What follows belongs to an exercise in optimizing a design on an open flow for small area, a short achievable clock period and few clock cycles per item; a production flow would make more cautious choices. At most, simulation tests tie the RTL to the original design; equivalence was not proved. Power is estimated from default activity; no workload was simulated.

==> pepper <==
// picycle
module picycle (
    input  wire         clk,
    input  wire         rst,           
    input  wire [63:0]  cmd,
    input  wire         cmd_valid,
    output wire         cmd_ready,
    output wire [31:0]  pwm_pulse,
    output reg          pwm_write,
    output wire [191:0] led,
    output wire [31:0]  seq_pos,
    output wire         seq_valid,
    output wire         seq_done,
    output wire         seq_dir,
    output wire [31:0]  seq_cycles,
    output wire         status_ill
);
export LEC_CHECK = 0
export CAP_MARGIN = 20
export CORE_MARGIN = 2
export CORE_UTILIZATION = 40
export SETUP_SLACK_MARGIN = 5
export SLEW_MARGIN = 20
create_clock -name core_clock -period 12.0 [get_ports {clk}]
standard.sh (not shown) runs the stock make flow with config.mk's settings and CLKGATE_MAP_FILE= SYNTH_SCRIPT=/design/flow/synth_recipe.tcl, a recipe that flattens the netlist after the stock synthesis.
==> flow/flow/run.sh <==
#!/bin/bash
# The standard layout, with timing repair aimed at a larger setup margin.
set -euo pipefail
bash standard.sh SETUP_SLACK_MARGIN=7 finish > standard_flow.log 2>&1
==> inputs of juniper, as changes to pepper <==
--- a/flow/design.v
+++ b/flow/design.v
@@ -167,16 +167,18 @@
     wire        q_tie  = q_half && q_prod[8:3] == 6'd0;
     reg  [31:0] cfg_l, cfg_u, cfg_t, cfg_n;
     reg  [31:0] sl, su, st, sn;
     reg  [34:0] rn;            
     reg  [34:0] gn;            
-    reg         tlo;           
     reg  [32:0] qm;            
     reg  [31:0] rm;            
     reg         sneg;          
     reg  [5:0]  dcnt;
     reg  [2:0]  sph;
+    reg  [6:0]  phx;           
+    wire        p_diff = phx[0], p_neg = phx[1], p_div = phx[2], p_s1 = phx[3],
+                p_s2 = phx[4], p_s3 = phx[5], p_rdy = phx[6];
     reg         rcu, rcd;      
     localparam [2:0] P_DIFF = 3'd0, P_NEG = 3'd1, P_DIV = 3'd2, P_S1 = 3'd3,
                      P_S2 = 3'd4, P_S3 = 3'd5, P_READY = 3'd6;
     reg  [31:0] cyc;
     reg         dir, done, valid, esc;
@@ -191,37 +193,36 @@
     wire [34:0] st2    = {2'b00, st, 1'b0};
     wire [32:0] qm_e   = (rcd & ~s_neg) | (rcu & s_neg) ? {qm[32:1], 1'b0} : qm;
     reg  [34:0] sx, sy;
     reg         sc;
     always @(*) begin
-        sx = 35'd0; sy = 35'd0; sc = 1'b0;
-        case (sph)
-        P_DIFF: begin sx = {{3{cfg_u[31]}}, cfg_u}; sy = ~{{3{cfg_l[31]}}, cfg_l}; sc = 1'b1; end
-        P_NEG:  begin sx = {{3{sl[31]}}, sl}; sy = ~{{3{su[31]}}, su}; sc = 1'b1; end
-        P_DIV:  begin sx = {2'b00, rm, qm[32]}; sy = ~{3'b000, st}; sc = 1'b1; end
-        P_S1:   begin sx = gn; sy = s_neg ? ~{2'b00, rm, 1'b0} : {2'b00, rm, 1'b0}; sc = s_neg; end
-        P_S2:   begin sx = gn; sy = s_neg ? st2 : ~st2; sc = ~s_neg; end
-        default: begin
-            sx = rn;
-            sy = s_neg ? ~{2'b00, qm_e} : {2'b00, qm_e};
-            sc = s_neg ? (rcu | ~rcd) : rcu;
-        end
-        endcase
+        sx = ({35{p_diff}} & {{3{cfg_u[31]}}, cfg_u})
+           | ({35{p_neg}} & {{3{sl[31]}}, sl})
+           | ({35{p_div}} & {2'b00, rm, qm[32]})
+           | ({35{p_s1 | p_s2}} & gn)
+           | ({35{p_s3 | p_rdy}} & rn);
+        sy = ({35{p_diff}} & ~{{3{cfg_l[31]}}, cfg_l})
+           | ({35{p_neg}} & ~{{3{su[31]}}, su})
+           | ({35{p_div}} & ~{3'b000, st})
+           | ({35{p_s1}} & ({2'b00, rm, 1'b0} ^ {35{s_neg}}))
+           | ({35{p_s2}} & (st2 ^ {35{~s_neg}}))
+           | ({35{p_s3 | p_rdy}} & ({2'b00, qm_e} ^ {35{s_neg}}));
+        sc = p_diff | p_neg | p_div | (p_s1 & s_neg) | (p_s2 & ~s_neg)
+           | ((p_s3 | p_rdy) & (s_neg ? (rcu | ~rcd) : rcu));
     end
     wire [34:0] ss = sx + sy + {34'd0, sc};
     wire        dv_skip = rm_z && (qm[32:25] == 8'd0) && (dcnt >= 6'd8);
-    wire        ss_m1   = (ss == {35{1'b1}});
+    wire        gn_lo   = (gn == ~st2);            
     wire        gn_m1   = (gn == {35{1'b1}});
     wire        s2_up   = ~s_neg & (~gn[34] | (gn_m1 & r_odd));
-    wire        s2_lo   = ~s_neg & rm_z & tlo & r_odd;
-    wire        s2_dn   = s_neg & ss[34] & ~(ss_m1 & ~r_odd);
+    wire        s2_lo   = ~s_neg & rm_z & gn_lo & r_odd;
+    wire        s2_dn   = s_neg & ss[34] & ~(gn_lo & ~r_odd);
     wire        s2_hi   = s_neg & rm_z & gn_m1 & r_odd;
-    wire        s2_tlo  = s_neg ? (s2_hi | (~s2_dn & ss_m1)) : (s2_up ? gn_m1 : (~s2_lo & rm_z & tlo));
     reg         f_hu, f_hl, f_in, f_ce;
     reg  [7:0]  f_ang;
     always @(posedge clk) begin
-        if (sph == P_S3) begin
+        if (p_s3) begin
             f_hu  <= ss == {{3{su[31]}}, su};
             f_hl  <= ss == {{3{sl[31]}}, sl};
             f_in  <= (ss[34:31] == 4'b0000) || (ss[34:31] == 4'b1111);
             f_ang <= clamp_ang(ss[31:0]);
         end
@@ -230,11 +231,11 @@
     wire        hit_u   = ~esc & f_hu;
     wire        hit_l   = ~esc & f_hl;
     wire        r_in    = f_in;
     wire [31:0] cyc_inc = cyc + 32'd1;
     wire        cyc_end = f_ce;
-    wire        seq_ready = (sph == P_READY);
+    wire        seq_ready = p_rdy;
     wire        do_seq  = seq_ready & ((take & is_seq_adv & ~done) | pend_seq);
     wire        seq_c   = pend_seq ? pend_c : fn[0];
     reg  [23:0] dsp_ncolor;    
     reg  [7:0]  dsp_value;
     reg         blk_en, blk_phase;
@@ -259,11 +260,12 @@
     wire        f_small   = (dfreq <= 21'd66666);           
     wire        may_flip  = ({4'd0, dv} < {dfreq, 4'd0});    
     wire        imm_small = (imm[31:4] == 28'd0);
     wire        dsp_fast  = f_small & imm_small & (eng == E_IDLE);
     wire        v_run     = vpend & ~vfix;                  
-    wire        e_big = (eg > BLINK_U);
+    reg         e_big;         
+    always @(posedge clk) e_big <= (eg > BLINK_U);
     wire        e_a1 = (eng == E_A1);
     wire [20:0] vr0 = vpend ? (dfreq & {21{vd[0]}}) : (e_a1 ? (e_big ? BLINK_U : eg) : eg);
     wire [20:0] vr1 = vpend ? ({dfreq[19:0], 1'b0} & {21{vd[1]}}) : (e_a1 ? 21'd0 : (21'd0 - BLINK_U));
     wire [20:0] vr2 = {dfreq[18:0], 2'b00} & {21{vpend & vd[2]}};
     wire [20:0] vr3 = {dfreq[17:0], 3'b000} & {21{vpend & vd[3]}};
@@ -286,45 +288,63 @@
         integer i;
         begin
             for (i = 0; i < 32; i = i + 1) rev32[i] = x[31 - i];
         end
     endfunction
+    reg [2:0] sph_n;
+    always @(*) begin
+        sph_n = sph;
+        case (sph)
+        P_DIFF: sph_n = ss[32] ? P_NEG : P_DIV;
+        P_NEG:  sph_n = P_DIV;
+        P_DIV:  if (dv_skip ? (dcnt == 6'd8) : (dcnt == 6'd1)) sph_n = P_S1;
+        P_S1:   sph_n = P_S2;
+        P_S2:   sph_n = P_S3;
+        P_S3:   sph_n = P_READY;
+        default: ;
+        endcase
+        if (do_seq) sph_n = P_S1;
+        if (take && is_seq_rst) sph_n = P_DIFF;
+        if (rst) sph_n = P_S1;
+    end
+    always @(posedge clk) begin
+        sph <= sph_n;
+        phx <= 7'd1 << sph_n;
+    end
     always @(posedge clk) begin
         if (do_seq) ang <= f_ang;
         else ang <= opc[0] ? clamp_ang(cfg_l) : clamp_ang(imm);
         if (!pend_seq) pend_c <= fn[0];
         if (!vpend || v_run) vd <= imm[3:0];
     end
     always @(posedge clk) begin
-        if (sph == P_DIFF) begin
+        if (p_diff) begin
             qm   <= {ss[31:0], 1'b0};
             sl   <= cfg_l;
             su   <= cfg_u;
             st   <= cfg_t;
             sn   <= cfg_n;
             gn   <= ~{3'b000, cfg_t};
-            tlo  <= 1'b0;
             rm   <= 32'd0;
             dcnt <= 6'd33;
         end else begin
-            case (sph)
-            P_NEG: qm <= {ss[31:0], 1'b0};
-            P_DIV: begin
+            case (1'b1)
+            p_neg: qm <= {ss[31:0], 1'b0};
+            p_div: begin
                 if (dv_skip) begin
                     qm   <= {qm[24:0], 8'd0};
                     dcnt <= dcnt - 6'd8;
                 end else begin
                     rm   <= ~ss[34] ? ss[31:0] : sx[31:0];
                     qm   <= {qm[31:0], ~ss[34]};
                     dcnt <= dcnt - 6'd1;
                 end
             end
-            P_S1: gn <= ss;
-            P_S2: begin
+            p_s1: gn <= ss;
+            p_s2: begin
                 rcu <= s2_up | s2_hi;
                 rcd <= s2_dn | s2_lo;
-                tlo <= s2_tlo;
                 if (s2_up || s2_dn) gn <= ss;
                 else if (s2_lo) gn <= {35{1'b1}};
                 else if (s2_hi) gn <= ~st2;
             end
             default: ;
@@ -352,11 +372,10 @@
             q_ok      <= 1'b0;
             cfg_l     <= 32'd0;
             cfg_u     <= 32'd0;
             cfg_t     <= 32'd1;
             cfg_n     <= 32'd0;
-            sph       <= P_S1;
             rn        <= 35'd0;
             cyc       <= 32'd0;
             dir       <= 1'b0;
             done      <= 1'b1;
             valid     <= 1'b0;
@@ -382,24 +401,11 @@
                 if (!q_none) begin
                     act_cur   <= cur_adv;
                     pwm_write <= 1'b1;
                 end
             end
-            case (sph)
-            P_DIFF: begin
-                sneg  <= ss[32];
-                sph   <= ss[32] ? P_NEG : P_DIV;
-            end
-            P_NEG: sph <= P_DIV;
-            P_DIV: begin
-                if (dv_skip ? (dcnt == 6'd8) : (dcnt == 6'd1)) sph <= P_S1;
-            end
-            P_S1: sph <= P_S2;
-            P_S2: sph <= P_S3;
-            P_S3: sph <= P_READY;
-            default: ;
-            endcase
+            if (p_diff) sneg <= ss[32];
             if (do_seq) begin
                 pend_seq <= 1'b0;
                 rn       <= ss;
                 valid    <= 1'b1;
                 if (!r_in) esc <= 1'b1;
@@ -412,11 +418,10 @@
                     if (cyc_end) done <= 1'b1;
                 end
                 if (seq_c) begin
                     a2p_pend <= 1'b1;
                 end
-                sph <= P_S1;
             end
             vfix <= 1'b0;
             if (vfix) dv <= v_fixed;
             if (v_run) begin
                 dv       <= vdiff;
@@ -484,11 +489,10 @@
                         3'd2: if (!imm_zero) cfg_t <= imm;
                         3'd3: cfg_n <= imm;
                         default: ;
                     endcase
                 end else if (is_seq_rst) begin
-                    sph     <= P_DIFF;
                     rn      <= {{3{cfg_l[31]}}, cfg_l};
                     dir     <= 1'b0;
                     cyc     <= 32'd0;
                     done    <= 1'b0;
                     valid   <= 1'b1;
- CORE_UTILIZATION: 40 -> 60
==> inputs of umber, as changes to pepper <==
--- a/flow/design.v
+++ b/flow/design.v
@@ -167,11 +167,10 @@
     wire        q_tie  = q_half && q_prod[8:3] == 6'd0;
     reg  [31:0] cfg_l, cfg_u, cfg_t, cfg_n;
     reg  [31:0] sl, su, st, sn;
     reg  [34:0] rn;            
     reg  [34:0] gn;            
-    reg         tlo;           
     reg  [32:0] qm;            
     reg  [31:0] rm;            
     reg         sneg;          
     reg  [5:0]  dcnt;
     reg  [2:0]  sph;
@@ -207,17 +206,16 @@
         end
         endcase
     end
     wire [34:0] ss = sx + sy + {34'd0, sc};
     wire        dv_skip = rm_z && (qm[32:25] == 8'd0) && (dcnt >= 6'd8);
-    wire        ss_m1   = (ss == {35{1'b1}});
+    wire        gn_lo   = (gn == ~st2);            
     wire        gn_m1   = (gn == {35{1'b1}});
     wire        s2_up   = ~s_neg & (~gn[34] | (gn_m1 & r_odd));
-    wire        s2_lo   = ~s_neg & rm_z & tlo & r_odd;
-    wire        s2_dn   = s_neg & ss[34] & ~(ss_m1 & ~r_odd);
+    wire        s2_lo   = ~s_neg & rm_z & gn_lo & r_odd;
+    wire        s2_dn   = s_neg & ss[34] & ~(gn_lo & ~r_odd);
     wire        s2_hi   = s_neg & rm_z & gn_m1 & r_odd;
-    wire        s2_tlo  = s_neg ? (s2_hi | (~s2_dn & ss_m1)) : (s2_up ? gn_m1 : (~s2_lo & rm_z & tlo));
     reg         f_hu, f_hl, f_in, f_ce;
     reg  [7:0]  f_ang;
     always @(posedge clk) begin
         if (sph == P_S3) begin
             f_hu  <= ss == {{3{su[31]}}, su};
@@ -259,11 +257,12 @@
     wire        f_small   = (dfreq <= 21'd66666);           
     wire        may_flip  = ({4'd0, dv} < {dfreq, 4'd0});    
     wire        imm_small = (imm[31:4] == 28'd0);
     wire        dsp_fast  = f_small & imm_small & (eng == E_IDLE);
     wire        v_run     = vpend & ~vfix;                  
-    wire        e_big = (eg > BLINK_U);
+    reg         e_big;         
+    always @(posedge clk) e_big <= (eg > BLINK_U);
     wire        e_a1 = (eng == E_A1);
     wire [20:0] vr0 = vpend ? (dfreq & {21{vd[0]}}) : (e_a1 ? (e_big ? BLINK_U : eg) : eg);
     wire [20:0] vr1 = vpend ? ({dfreq[19:0], 1'b0} & {21{vd[1]}}) : (e_a1 ? 21'd0 : (21'd0 - BLINK_U));
     wire [20:0] vr2 = {dfreq[18:0], 2'b00} & {21{vpend & vd[2]}};
     wire [20:0] vr3 = {dfreq[17:0], 3'b000} & {21{vpend & vd[3]}};
@@ -300,11 +299,10 @@
             sl   <= cfg_l;
             su   <= cfg_u;
             st   <= cfg_t;
             sn   <= cfg_n;
             gn   <= ~{3'b000, cfg_t};
-            tlo  <= 1'b0;
             rm   <= 32'd0;
             dcnt <= 6'd33;
         end else begin
             case (sph)
             P_NEG: qm <= {ss[31:0], 1'b0};
@@ -320,11 +318,10 @@
             end
             P_S1: gn <= ss;
             P_S2: begin
                 rcu <= s2_up | s2_hi;
                 rcd <= s2_dn | s2_lo;
-                tlo <= s2_tlo;
                 if (s2_up || s2_dn) gn <= ss;
                 else if (s2_lo) gn <= {35{1'b1}};
                 else if (s2_hi) gn <= ~st2;
             end
             default: ;
- CORE_UTILIZATION: 40 -> 55
==> comparison table <==
metric                                                         pepper      juniper        umber
Status                                       timing/DRC/antenna clean  timing/DRC/antenna clean  timing/DRC/antenna clean
First-pass detailed-route iteration total                           6           13           10
Multi-input combinational cell area                       31800 sq um  30400 sq um  30600 sq um
WHS                                                          0.419 ns     0.431 ns     0.426 ns
Crit-path max cell delay                                      0.54 ns      0.55 ns      0.58 ns
Combinational-cell power consumption                          9.52 mW      10.7 mW      9.68 mW
Sw Share                                                        0.449        0.506        0.483
Share of the synthesized area in the top cell type              0.171        0.174        0.171
Count of multi-input gates                                       4365         4139         4351
Power per unit of standard cell area                      245 nW/um^2  285 nW/um^2  257 nW/um^2
Power share of the clock group                                  0.177        0.153        0.159
Number of buffers outside the clock class in the layout           813          635          711
Pin count of the biggest net entering global routing               92          136           83
Initial antenna violation count                                     0            5            5
Relative max-transition margin                                  0.144        0.231        0.173
Xor/xnor share of the synthesized area                         0.0677       0.0892       0.0730
Start point of the worst min-delay path                      cfg_n[0]    cfg_n[17]     cfg_n[3]
Uppermost metal layer occupied by signal nets                    met4         met5         met5
Worst IR Drop VDD                                            0.247 mV     0.349 mV     0.821 mV
Global routing met3 resource utilization                       0.0764        0.132        0.110
Core region area                                         118000 sq um  78900 sq um  85500 sq um
Well-Tap Cells                                                   1600         1050         1144
GR Util met2                                                    0.496        0.676        0.659
Testbench counts of juniper, summed over its fixed seeds: cycles 25,575, commands 24,000.
Testbench counts of umber, summed over its fixed seeds: cycles 25,575, commands 24,000.
The RTL of pepper was laid out without a check of its function.

static timing again, ports no longer ideal:
In the flow no input, the clock included, has a driving cell. The finished layouts below were timed again as built, in two steps.
Step 1 assumes that a clkbuf_16 drives the clock port and a buf_2 every other input.
Step 2 also shifts input and output timing later by t, the mid clock arrival at the registers, as if the neighbouring blocks saw the same clock.
Three values: no drivers, after step 1, after step 2; two values: the first two.
| run | shift t [ns] | slack for setup (ns) | clock arrival spread, ns | worst slew at a driven data input, ns |
|---|---|---|---|---|
| pepper | 0.748 | 6.169 / 6.169 / 6.169 | 0.051 / 0.051 | 0.08 |
| juniper | 0.715 | 6.689 / 6.689 / 6.298 | 0.049 / 0.050 | 0.05 |
| umber | 0.733 | 6.407 / 6.407 / 6.323 | 0.037 / 0.038 | 0.17 |
After both steps setup and hold are still met in every run listed. For juniper, which loses most, drivers alone change the setup slack by 0.000 ns; drivers and shift together by -0.391 ns.
